What follows belongs to an exercise in optimizing a design on an open flow for small area, a short achievable clock period and few clock cycles per item; a production flow would make more cautious choices. Only simulation tests tie the RTL to the original design; equivalence was not proved.

==> 04-12: inputs <==
==> flow/design.v <==
module ssdp_fwd (
    input  wire         clk,
    input  wire         rst,
    input  wire         cfg_we,
    input  wire [2:0]   cfg_port,
    input  wire [12:0]  cfg_vlan,
    input  wire         st_we,
    input  wire [2:0]   st_port,
    input  wire         st_fwd,
    input  wire [1:0]   tt_policy,
    input  wire         in_valid,
    output reg          in_ready,
    input  wire [2:0]   in_port,
    input  wire [10:0]  in_len,
    input  wire [143:0] in_hdr,
    output reg          out_valid,
    input  wire         out_ready,
    output reg  [1:0]   out_class,
    output reg  [2:0]   out_port,
    output reg  [11:0]  out_vid,
    output reg  [23:0]  out_sel
);
    localparam NP = 8;
    localparam NE = 32;
    reg [12:0]   port_vlan [0:NP-1];
    reg [NP-1:0] port_fwd;
    reg [NE-1:0] ent_valid;
    reg [47:0]   ent_key  [0:NE-1];
    reg [2:0]    ent_port [0:NE-1];
    wire [15:0] in_t0  = in_hdr[47:32];
    wire [15:0] in_t1  = in_hdr[15:0];
    wire        in_tag = (in_t0 == 16'h8200);
    wire        in_mal = (in_len < 11'd14) || (in_tag && (in_len < 11'd18));
    wire        in_ctl = ((in_tag ? in_t1 : in_t0) == 16'd38);
    wire        in_ptrunk = port_vlan[in_port][12];
    wire [11:0] in_vid    = in_ptrunk ? in_hdr[27:16] : port_vlan[in_port][11:0];
    wire [1:0]  in_class  = in_mal ? 2'd0 : in_ctl ? 2'd1 : (in_ptrunk && !in_tag) ? 2'd3 : 2'd2;
    reg         a_v;
    reg [47:0]  a_dst, a_src;
    reg [2:0]   a_p;
    reg         a_ptrunk;
    reg [11:0]  a_vid;
    reg [1:0]   a_class;
    always @(posedge clk) begin
        a_dst    <= in_hdr[143:96];
        a_src    <= in_hdr[95:48];
        a_p      <= in_port;
        a_ptrunk <= in_ptrunk;
        a_vid    <= in_vid;
        a_class  <= in_class;
    end
    reg [NE-1:0] hs, hd;
    integer i;
    always @(*) begin
        for (i = 0; i < NE; i = i + 1) begin
            hs[i] = ent_valid[i] && (ent_key[i] == a_src);
            hd[i] = ent_valid[i] && (ent_key[i] == a_dst);
        end
    end
    wire [NE-1:0] alloc = ~ent_valid & {ent_valid[NE-2:0], 1'b1};
    wire          full  = ent_valid[NE-1];
    wire          learn = a_v && a_class[1];      
    integer j;
    always @(posedge clk) begin
        for (j = 0; j < NE; j = j + 1) begin
            if (learn && (hs[j] || alloc[j])) ent_port[j] <= a_p;
            if (learn && alloc[j]) ent_key[j] <= a_src;
        end
        if (cfg_we)
            port_vlan[cfg_port] <= cfg_vlan;
    end
    reg [23:0] base;
    integer q;
    always @(*) begin
        for (q = 0; q < NP; q = q + 1) begin
            base[3*q +: 3] = 3'd0;
            if ((a_class == 2'd2) && (a_p != q[2:0]) && (!port_vlan[q][12] || port_fwd[q])) begin
                if (port_vlan[q][12]) begin
                    if (!a_ptrunk)
                        base[3*q +: 3] = 3'd2;
                    else if (tt_policy == 2'd1)
                        base[3*q +: 3] = 3'd4;
                    else if (tt_policy == 2'd2)
                        base[3*q +: 3] = 3'd2;
                    else
                        base[3*q +: 3] = 3'd1;
                end else if (a_vid == port_vlan[q][11:0]) begin
                    base[3*q +: 3] = a_ptrunk ? 3'd3 : 3'd1;
                end
            end
        end
    end
    reg          b_v;
    reg [NE-1:0] b_hd;           
    reg          b_self;         
    reg          b_selfin;       
    reg          b_bcast;
    reg [2:0]    b_p;
    reg [11:0]   b_vid;
    reg [1:0]    b_class;
    reg [23:0]   b_base;
    always @(posedge clk) begin
        b_hd     <= hd;
        b_self   <= (a_dst == a_src);
        b_selfin <= !full || (|hs);
        b_bcast  <= &a_dst;
        b_p      <= a_p;
        b_vid    <= a_vid;
        b_class  <= a_class;
        b_base   <= base;
    end
    reg [2:0] hport;
    integer k;
    always @(*) begin
        hport = 3'd0;
        for (k = 0; k < NE; k = k + 1)
            if (b_hd[k]) hport = hport | ent_port[k];
    end
    wire        found   = b_self ? b_selfin : (|b_hd);
    wire [2:0]  d       = b_self ? b_p : hport;
    wire        unicast = !b_bcast && found;
    reg [23:0] sel;
    integer r;
    always @(*) begin
        for (r = 0; r < NP; r = r + 1)
            sel[3*r +: 3] = (!unicast || d == r[2:0]) ? b_base[3*r +: 3] : 3'd0;
    end
    wire [40:0] result = {b_class, b_p, b_vid, sel};
    reg [40:0] sk0, sk1, sk2;
    reg [2:0]  skr, skw;         
    reg [1:0]  sc;               
    wire       o_free  = !out_valid || out_ready;
    wire       sk_any  = (sc != 2'd0);
    wire       sk_pop  = o_free && sk_any;
    wire       sk_push = b_v && (!o_free || sk_any);
    wire [1:0] sc_n    = sc + {1'b0, sk_push} - {1'b0, sk_pop};
    wire       ov_n    = o_free ? (sk_any || b_v) : 1'b1;
    wire       acc     = in_valid && in_ready;
    wire [2:0] n_n     = {2'b0, acc} + {2'b0, a_v} + {2'b0, ov_n} + {1'b0, sc_n};
    wire [40:0] sk_head = ({41{skr[0]}} & sk0) | ({41{skr[1]}} & sk1) | ({41{skr[2]}} & sk2);
    always @(posedge clk) begin
        if (o_free)
            {out_class, out_port, out_vid, out_sel} <= sk_any ? sk_head : result;
        if (sk_push && skw[0]) sk0 <= result;
        if (sk_push && skw[1]) sk1 <= result;
        if (sk_push && skw[2]) sk2 <= result;
    end
    always @(posedge clk) begin
        if (rst) begin
            a_v       <= 1'b0;
            b_v       <= 1'b0;
            in_ready  <= 1'b1;
            out_valid <= 1'b0;
            sc        <= 2'd0;
            skr       <= 3'b001;
            skw       <= 3'b001;
            ent_valid <= {NE{1'b0}};
            port_fwd  <= {NP{1'b1}};
        end else begin
            a_v       <= acc;
            b_v       <= a_v;
            out_valid <= ov_n;
            sc        <= sc_n;
            in_ready  <= (n_n <= 3'd3);
            if (sk_push) skw <= {skw[1:0], skw[2]};
            if (sk_pop)  skr <= {skr[1:0], skr[2]};
            if (st_we)
                port_fwd[st_port] <= st_fwd;
            if (learn && !(|hs))
                ent_valid <= ent_valid | alloc;
        end
    end
endmodule
==> flow/flow/run.sh <==
#!/bin/bash
# The standard layout (the standard.sh, standard synthesis included), with
# one change: the port buffers that buffer_ports inserts are
# sky130_fd_sc_hd__buf_2 cells. By default it picks clkdlybuf4s50_1, a delay
# cell of about 0.5 ns that the later repair steps cannot resize, and that sits
# on every path from an input or to an output.
set -euo pipefail
export BUFFER_PORTS_ARGS="-buffer_cell sky130_fd_sc_hd__buf_2"
bash standard.sh > standard.log 2>&1
==> flow/standard.sh <==
#!/bin/bash
# synth_recipe.tcl (not shown) runs the flow's synth.tcl, then flattens the netlist and writes it again
# the make line also repeats each setting of config.mk as NAME=value (left out here)
make -C /OpenROAD-flow-scripts/flow DESIGN_CONFIG=/design/flow/config.mk WORK_HOME=/design/flow/orfs CLKGATE_MAP_FILE= SYNTH_SCRIPT=/design/flow/synth_recipe.tcl "${@:-finish}"
==> flow/config.mk <==
export PLATFORM = sky130hd
export DESIGN_NAME = ssdp_fwd
export DESIGN_NICKNAME = ssdp_fwd
export VERILOG_FILES = /design/flow/design.v
export SDC_FILE = /design/flow/constraint.sdc
export NUM_CORES = 4
export LEC_CHECK = 0
export CAP_MARGIN = 20
export CORE_MARGIN = 2
export CORE_UTILIZATION = 65
export SETUP_SLACK_MARGIN = 5.0
export SLEW_MARGIN = 20
export TNS_END_PERCENT = 5
==> flow/constraint.sdc <==
create_clock -name core_clock -period 8.0 [get_ports {clk}]
set_input_delay 1.6000 -clock core_clock [delete_from_list [all_inputs] [get_ports {clk}]]
set_output_delay 1.6000 -clock core_clock [all_outputs]
set_load 0.01 [all_outputs]
==> 10-16 (differences from 04-12) <==
==> flow/design.v, changed modules only <==
module ssdp_fwd (
    input  wire         clk,
    input  wire         rst,
    input  wire         cfg_we,
    input  wire [2:0]   cfg_port,
    input  wire [12:0]  cfg_vlan,
    input  wire         st_we,
    input  wire [2:0]   st_port,
    input  wire         st_fwd,
    input  wire [1:0]   tt_policy,
    input  wire         in_valid,
    output reg          in_ready,
    input  wire [2:0]   in_port,
    input  wire [10:0]  in_len,
    input  wire [143:0] in_hdr,
    output reg          out_valid,
    input  wire         out_ready,
    output reg  [1:0]   out_class,
    output reg  [2:0]   out_port,
    output reg  [11:0]  out_vid,
    output reg  [23:0]  out_sel
);
    localparam NP = 8;
    localparam NE = 32;
    reg [12:0]   port_vlan [0:NP-1];
    reg [NP-1:0] port_fwd;
    reg [NE-1:0] ent_valid;
    reg [47:0]   ent_key  [0:NE-1];
    reg [2:0]    ent_port [0:NE-1];
    wire [15:0] in_t0  = in_hdr[47:32];
    wire [15:0] in_t1  = in_hdr[15:0];
    wire        in_tag = (in_t0 == 16'h8200);
    wire        in_mal = (in_len < 11'd14) || (in_tag && (in_len < 11'd18));
    wire        in_ctl = ((in_tag ? in_t1 : in_t0) == 16'd38);
    wire        in_ptrunk = port_vlan[in_port][12];
    wire [11:0] in_vid    = in_ptrunk ? in_hdr[27:16] : port_vlan[in_port][11:0];
    wire [1:0]  in_class  = in_mal ? 2'd0 : in_ctl ? 2'd1 : (in_ptrunk && !in_tag) ? 2'd3 : 2'd2;
    reg         a_v;
    reg [47:0]  a_dst, a_src;
    reg [2:0]   a_p;
    reg         a_ptrunk;
    reg [11:0]  a_vid;
    reg [1:0]   a_class;
    always @(posedge clk) begin
        a_dst    <= in_hdr[143:96];
        a_src    <= in_hdr[95:48];
        a_p      <= in_port;
        a_ptrunk <= in_ptrunk;
        a_vid    <= in_vid;
        a_class  <= in_class;
    end
    reg          b_v;
    reg          b_learn;        
    reg [NE-1:0] b_hs;           
    reg [NE-1:0] b_alloc;        
    wire         b_shit = |b_hs;
    wire         b_new  = b_learn && !b_shit;
    wire [NE-1:0] valid = ent_valid | (b_new ? b_alloc : {NE{1'b0}});
    reg [NE-1:0] hs, hd;
    integer i;
    always @(*) begin
        for (i = 0; i < NE; i = i + 1) begin
            hs[i] = valid[i] && (ent_key[i] == a_src);
            hd[i] = valid[i] && (ent_key[i] == a_dst);
        end
    end
    wire [NE-1:0] alloc = ~valid & {valid[NE-2:0], 1'b1};
    wire          full  = valid[NE-1];
    wire          learn = a_v && a_class[1];      
    integer j;
    always @(posedge clk) begin
        for (j = 0; j < NE; j = j + 1) begin
            if (learn && alloc[j]) ent_key[j] <= a_src;
            if (b_learn && (b_hs[j] || b_alloc[j])) ent_port[j] <= b_p;
        end
        if (cfg_we)
            port_vlan[cfg_port] <= cfg_vlan;
    end
    reg [23:0] base;
    integer q;
    always @(*) begin
        for (q = 0; q < NP; q = q + 1) begin
            base[3*q +: 3] = 3'd0;
            if ((a_class == 2'd2) && (a_p != q[2:0]) && (!port_vlan[q][12] || port_fwd[q])) begin
                if (port_vlan[q][12]) begin
                    if (!a_ptrunk)
                        base[3*q +: 3] = 3'd2;
                    else if (tt_policy == 2'd1)
                        base[3*q +: 3] = 3'd4;
                    else if (tt_policy == 2'd2)
                        base[3*q +: 3] = 3'd2;
                    else
                        base[3*q +: 3] = 3'd1;
                end else if (a_vid == port_vlan[q][11:0]) begin
                    base[3*q +: 3] = a_ptrunk ? 3'd3 : 3'd1;
                end
            end
        end
    end
    reg [NE-1:0] b_hd;           
    reg          b_self;         
    reg          b_bcast;
    reg          b_full;         
    reg [2:0]    b_p;
    reg [11:0]   b_vid;
    reg [1:0]    b_class;
    reg [23:0]   b_base;
    always @(posedge clk) begin
        b_hd     <= hd;
        b_hs     <= hs;
        b_alloc  <= alloc;
        b_self   <= (a_dst == a_src);
        b_bcast  <= &a_dst;
        b_full   <= full;
        b_p      <= a_p;
        b_vid    <= a_vid;
        b_class  <= a_class;
        b_base   <= base;
    end
    reg [2:0] hport;
    integer k;
    always @(*) begin
        hport = 3'd0;
        for (k = 0; k < NE; k = k + 1)
            if (b_hd[k]) hport = hport | ent_port[k];
    end
    wire        b_none  = b_self && !b_bcast && (!b_full || b_shit);
    wire        unicast = !b_self && !b_bcast && (|b_hd);
    reg [23:0] sel;
    integer r;
    always @(*) begin
        for (r = 0; r < NP; r = r + 1)
            sel[3*r +: 3] = (!b_none && (!unicast || hport == r[2:0])) ? b_base[3*r +: 3] : 3'd0;
    end
    wire [40:0] result = {b_class, b_p, b_vid, sel};
    reg [40:0] sk0, sk1, sk2;
    reg [2:0]  skr, skw;         
    reg [1:0]  sc;               
    wire       o_free  = !out_valid || out_ready;
    wire       sk_any  = (sc != 2'd0);
    wire       sk_pop  = o_free && sk_any;
    wire       sk_push = b_v && (!o_free || sk_any);
    wire [1:0] sc_n    = sc + {1'b0, sk_push} - {1'b0, sk_pop};
    wire       ov_n    = o_free ? (sk_any || b_v) : 1'b1;
    wire       acc     = in_valid && in_ready;
    wire [2:0] kept  = {2'b0, a_v} + {2'b0, b_v} + {1'b0, sc};
    wire       held  = out_valid && !out_ready;
    wire       rdy_n = (kept <= 3'd1) || ((kept == 3'd2) && !(acc && held)) ||
                       ((kept == 3'd3) && !acc && !held);
    wire [40:0] sk_head = ({41{skr[0]}} & sk0) | ({41{skr[1]}} & sk1) | ({41{skr[2]}} & sk2);
    always @(posedge clk) begin
        if (o_free)
            {out_class, out_port, out_vid, out_sel} <= sk_any ? sk_head : result;
        if (sk_push && skw[0]) sk0 <= result;
        if (sk_push && skw[1]) sk1 <= result;
        if (sk_push && skw[2]) sk2 <= result;
    end
    always @(posedge clk) begin
        if (rst) begin
            a_v       <= 1'b0;
            b_v       <= 1'b0;
            b_learn   <= 1'b0;
            in_ready  <= 1'b1;
            out_valid <= 1'b0;
            sc        <= 2'd0;
            skr       <= 3'b001;
            skw       <= 3'b001;
            ent_valid <= {NE{1'b0}};
            port_fwd  <= {NP{1'b1}};
        end else begin
            a_v       <= acc;
            b_v       <= a_v;
            b_learn   <= learn;
            out_valid <= ov_n;
            sc        <= sc_n;
            in_ready  <= rdy_n;
            if (sk_push) skw <= {skw[1:0], skw[2]};
            if (sk_pop)  skr <= {skr[1:0], skr[2]};
            if (st_we)
                port_fwd[st_port] <= st_fwd;
            if (b_new)
                ent_valid <= ent_valid | b_alloc;
        end
    end
endmodule
Settings changed: CORE_UTILIZATION 65 to 75, CTS_CLUSTER_DIAMETER set to 100, CTS_CLUSTER_SIZE set to 25, TNS_END_PERCENT 5 to 100.
==> 03-18 (differences from 04-12) <==
==> flow/design.v, changed modules only <==
module ssdp_fwd (
    input  wire         clk,
    input  wire         rst,
    input  wire         cfg_we,
    input  wire [2:0]   cfg_port,
    input  wire [12:0]  cfg_vlan,
    input  wire         st_we,
    input  wire [2:0]   st_port,
    input  wire         st_fwd,
    input  wire [1:0]   tt_policy,
    input  wire         in_valid,
    output reg          in_ready,
    input  wire [2:0]   in_port,
    input  wire [10:0]  in_len,
    input  wire [143:0] in_hdr,
    output reg          out_valid,
    input  wire         out_ready,
    output reg  [1:0]   out_class,
    output reg  [2:0]   out_port,
    output reg  [11:0]  out_vid,
    output reg  [23:0]  out_sel
);
    localparam NP = 8;
    localparam NE = 32;
    reg [12:0]   port_vlan [0:NP-1];
    reg [NP-1:0] port_fwd;
    reg [NE-1:0] ent_valid;
    reg [47:0]   ent_key  [0:NE-1];
    reg [2:0]    ent_port [0:NE-1];
    wire [15:0] in_t0  = in_hdr[47:32];
    wire [15:0] in_t1  = in_hdr[15:0];
    wire        in_tag = (in_t0 == 16'h8200);
    wire        in_mal = (in_len < 11'd14) || (in_tag && (in_len < 11'd18));
    wire        in_ctl = ((in_tag ? in_t1 : in_t0) == 16'd38);
    wire        in_ptrunk = port_vlan[in_port][12];
    wire [11:0] in_vid    = in_ptrunk ? in_hdr[27:16] : port_vlan[in_port][11:0];
    wire [1:0]  in_class  = in_mal ? 2'd0 : in_ctl ? 2'd1 : (in_ptrunk && !in_tag) ? 2'd3 : 2'd2;
    reg         a_v;
    reg [47:0]  a_dst, a_src;
    reg [2:0]   a_p;
    reg         a_ptrunk;
    reg [11:0]  a_vid;
    reg [1:0]   a_class;
    always @(posedge clk) begin
        a_dst    <= in_hdr[143:96];
        a_src    <= in_hdr[95:48];
        a_p      <= in_port;
        a_ptrunk <= in_ptrunk;
        a_vid    <= in_vid;
        a_class  <= in_class;
    end
    reg          b_v;
    reg          b_learn;        
    reg [NE-1:0] b_hs;           
    reg [NE-1:0] b_alloc;        
    wire         b_shit = |b_hs;
    wire         b_new  = b_learn && !b_shit;
    wire [NE-1:0] valid = ent_valid | (b_new ? b_alloc : {NE{1'b0}});
    reg [NE-1:0] hs, hd;
    integer i;
    always @(*) begin
        for (i = 0; i < NE; i = i + 1) begin
            hs[i] = valid[i] && (ent_key[i] == a_src);
            hd[i] = valid[i] && (ent_key[i] == a_dst);
        end
    end
    wire [NE-1:0] alloc = ~valid & {valid[NE-2:0], 1'b1};
    wire          full  = valid[NE-1];
    wire          learn = a_v && a_class[1];      
    integer j;
    always @(posedge clk) begin
        for (j = 0; j < NE; j = j + 1) begin
            if (learn && alloc[j]) ent_key[j] <= a_src;
            if (b_learn && (b_hs[j] || b_alloc[j])) ent_port[j] <= b_p;
        end
        if (cfg_we)
            port_vlan[cfg_port] <= cfg_vlan;
    end
    reg [23:0] base;
    integer q;
    always @(*) begin
        for (q = 0; q < NP; q = q + 1) begin
            base[3*q +: 3] = 3'd0;
            if ((a_class == 2'd2) && (a_p != q[2:0]) && (!port_vlan[q][12] || port_fwd[q])) begin
                if (port_vlan[q][12]) begin
                    if (!a_ptrunk)
                        base[3*q +: 3] = 3'd2;
                    else if (tt_policy == 2'd1)
                        base[3*q +: 3] = 3'd4;
                    else if (tt_policy == 2'd2)
                        base[3*q +: 3] = 3'd2;
                    else
                        base[3*q +: 3] = 3'd1;
                end else if (a_vid == port_vlan[q][11:0]) begin
                    base[3*q +: 3] = a_ptrunk ? 3'd3 : 3'd1;
                end
            end
        end
    end
    reg [NE-1:0] b_hd;           
    reg          b_self;         
    reg          b_bcast;
    reg          b_full;         
    reg [2:0]    b_p;
    reg [11:0]   b_vid;
    reg [1:0]    b_class;
    reg [23:0]   b_base;
    always @(posedge clk) begin
        b_hd     <= hd;
        b_hs     <= hs;
        b_alloc  <= alloc;
        b_self   <= (a_dst == a_src);
        b_bcast  <= &a_dst;
        b_full   <= full;
        b_p      <= a_p;
        b_vid    <= a_vid;
        b_class  <= a_class;
        b_base   <= base;
    end
    reg [2:0] hport;
    integer k;
    always @(*) begin
        hport = 3'd0;
        for (k = 0; k < NE; k = k + 1)
            if (b_hd[k]) hport = hport | ent_port[k];
    end
    wire        b_none  = b_self && !b_bcast && (!b_full || b_shit);
    wire        unicast = !b_self && !b_bcast && (|b_hd);
    reg [23:0] sel;
    integer r;
    always @(*) begin
        for (r = 0; r < NP; r = r + 1)
            sel[3*r +: 3] = (!b_none && (!unicast || hport == r[2:0])) ? b_base[3*r +: 3] : 3'd0;
    end
    wire [40:0] result = {b_class, b_p, b_vid, sel};
    reg [40:0] sk0, sk1, sk2;
    reg [2:0]  skr, skw;         
    reg [1:0]  sc;               
    wire       o_free  = !out_valid || out_ready;
    wire       sk_any  = (sc != 2'd0);
    wire       sk_pop  = o_free && sk_any;
    wire       sk_push = b_v && (!o_free || sk_any);
    wire [1:0] sc_n    = sc + {1'b0, sk_push} - {1'b0, sk_pop};
    wire       ov_n    = o_free ? (sk_any || b_v) : 1'b1;
    wire       acc     = in_valid && in_ready;
    wire [2:0] n_n     = {2'b0, acc} + {2'b0, a_v} + {2'b0, ov_n} + {1'b0, sc_n};
    wire [40:0] sk_head = ({41{skr[0]}} & sk0) | ({41{skr[1]}} & sk1) | ({41{skr[2]}} & sk2);
    always @(posedge clk) begin
        if (o_free)
            {out_class, out_port, out_vid, out_sel} <= sk_any ? sk_head : result;
        if (sk_push && skw[0]) sk0 <= result;
        if (sk_push && skw[1]) sk1 <= result;
        if (sk_push && skw[2]) sk2 <= result;
    end
    always @(posedge clk) begin
        if (rst) begin
            a_v       <= 1'b0;
            b_v       <= 1'b0;
            b_learn   <= 1'b0;
            in_ready  <= 1'b1;
            out_valid <= 1'b0;
            sc        <= 2'd0;
            skr       <= 3'b001;
            skw       <= 3'b001;
            ent_valid <= {NE{1'b0}};
            port_fwd  <= {NP{1'b1}};
        end else begin
            a_v       <= acc;
            b_v       <= a_v;
            b_learn   <= learn;
            out_valid <= ov_n;
            sc        <= sc_n;
            in_ready  <= (n_n <= 3'd3);
            if (sk_push) skw <= {skw[1:0], skw[2]};
            if (sk_pop)  skr <= {skr[1:0], skr[2]};
            if (st_we)
                port_fwd[st_port] <= st_fwd;
            if (b_new)
                ent_valid <= ent_valid | b_alloc;
        end
    end
endmodule
Settings changed: CTS_CLUSTER_DIAMETER set to 100, CTS_CLUSTER_SIZE set to 25.
==> summary of the runs <==
The lowest first-iteration DRC count belongs to 03-18, the highest to 04-12.
Design area, highest first: 04-12, 10-16, 03-18.
Routed wire length, lowest first: 10-16, 03-18, 04-12.
Non-clock buffer count, lowest first: 03-18, 10-16, 04-12.
Against 04-12, the sequential cell count of 10-16 is higher by 65.
Testbench counts of 04-12, summed over its fixed seeds: cycles 32,144, frames 32,000.
Testbench counts of 10-16, summed over its fixed seeds: cycles 32,144, frames 32,000.
Testbench counts of 03-18, summed over its fixed seeds: cycles 32,144, frames 32,000.

==> what the ideal ports hide <==
In the flow no input, the clock included, has a driving cell. The finished layouts below were timed again as built, in two steps.
Step 1 assumes that a clkbuf_16 drives the clock port and a buf_2 every other input.
Step 2 also shifts input and output timing later by t, the mid clock arrival at the registers, as if the neighbouring blocks saw the same clock.
a / b / c = no drivers / after step 1 / after step 2; a / b = the first two.
run	t, ns	setup slack, ns	latest minus earliest clock arrival (ns)	slew at the worst register clock pin (ns)	worst data-port slew with drivers (ns)
04-12	1.000	4.559 / 4.559 / 3.992	0.048 / 0.048	0.07 / 0.07	0.20
10-16	0.863	4.862 / 4.851 / 4.275	0.038 / 0.039	0.11 / 0.11	0.08
03-18	0.866	4.646 / 4.646 / 4.050	0.048 / 0.048	0.11 / 0.11	0.08
After both steps setup and hold are still met in every run listed. The setup slack of 03-18, which loses most, moves by 0.000 ns with the drivers and by -0.596 ns with both steps.
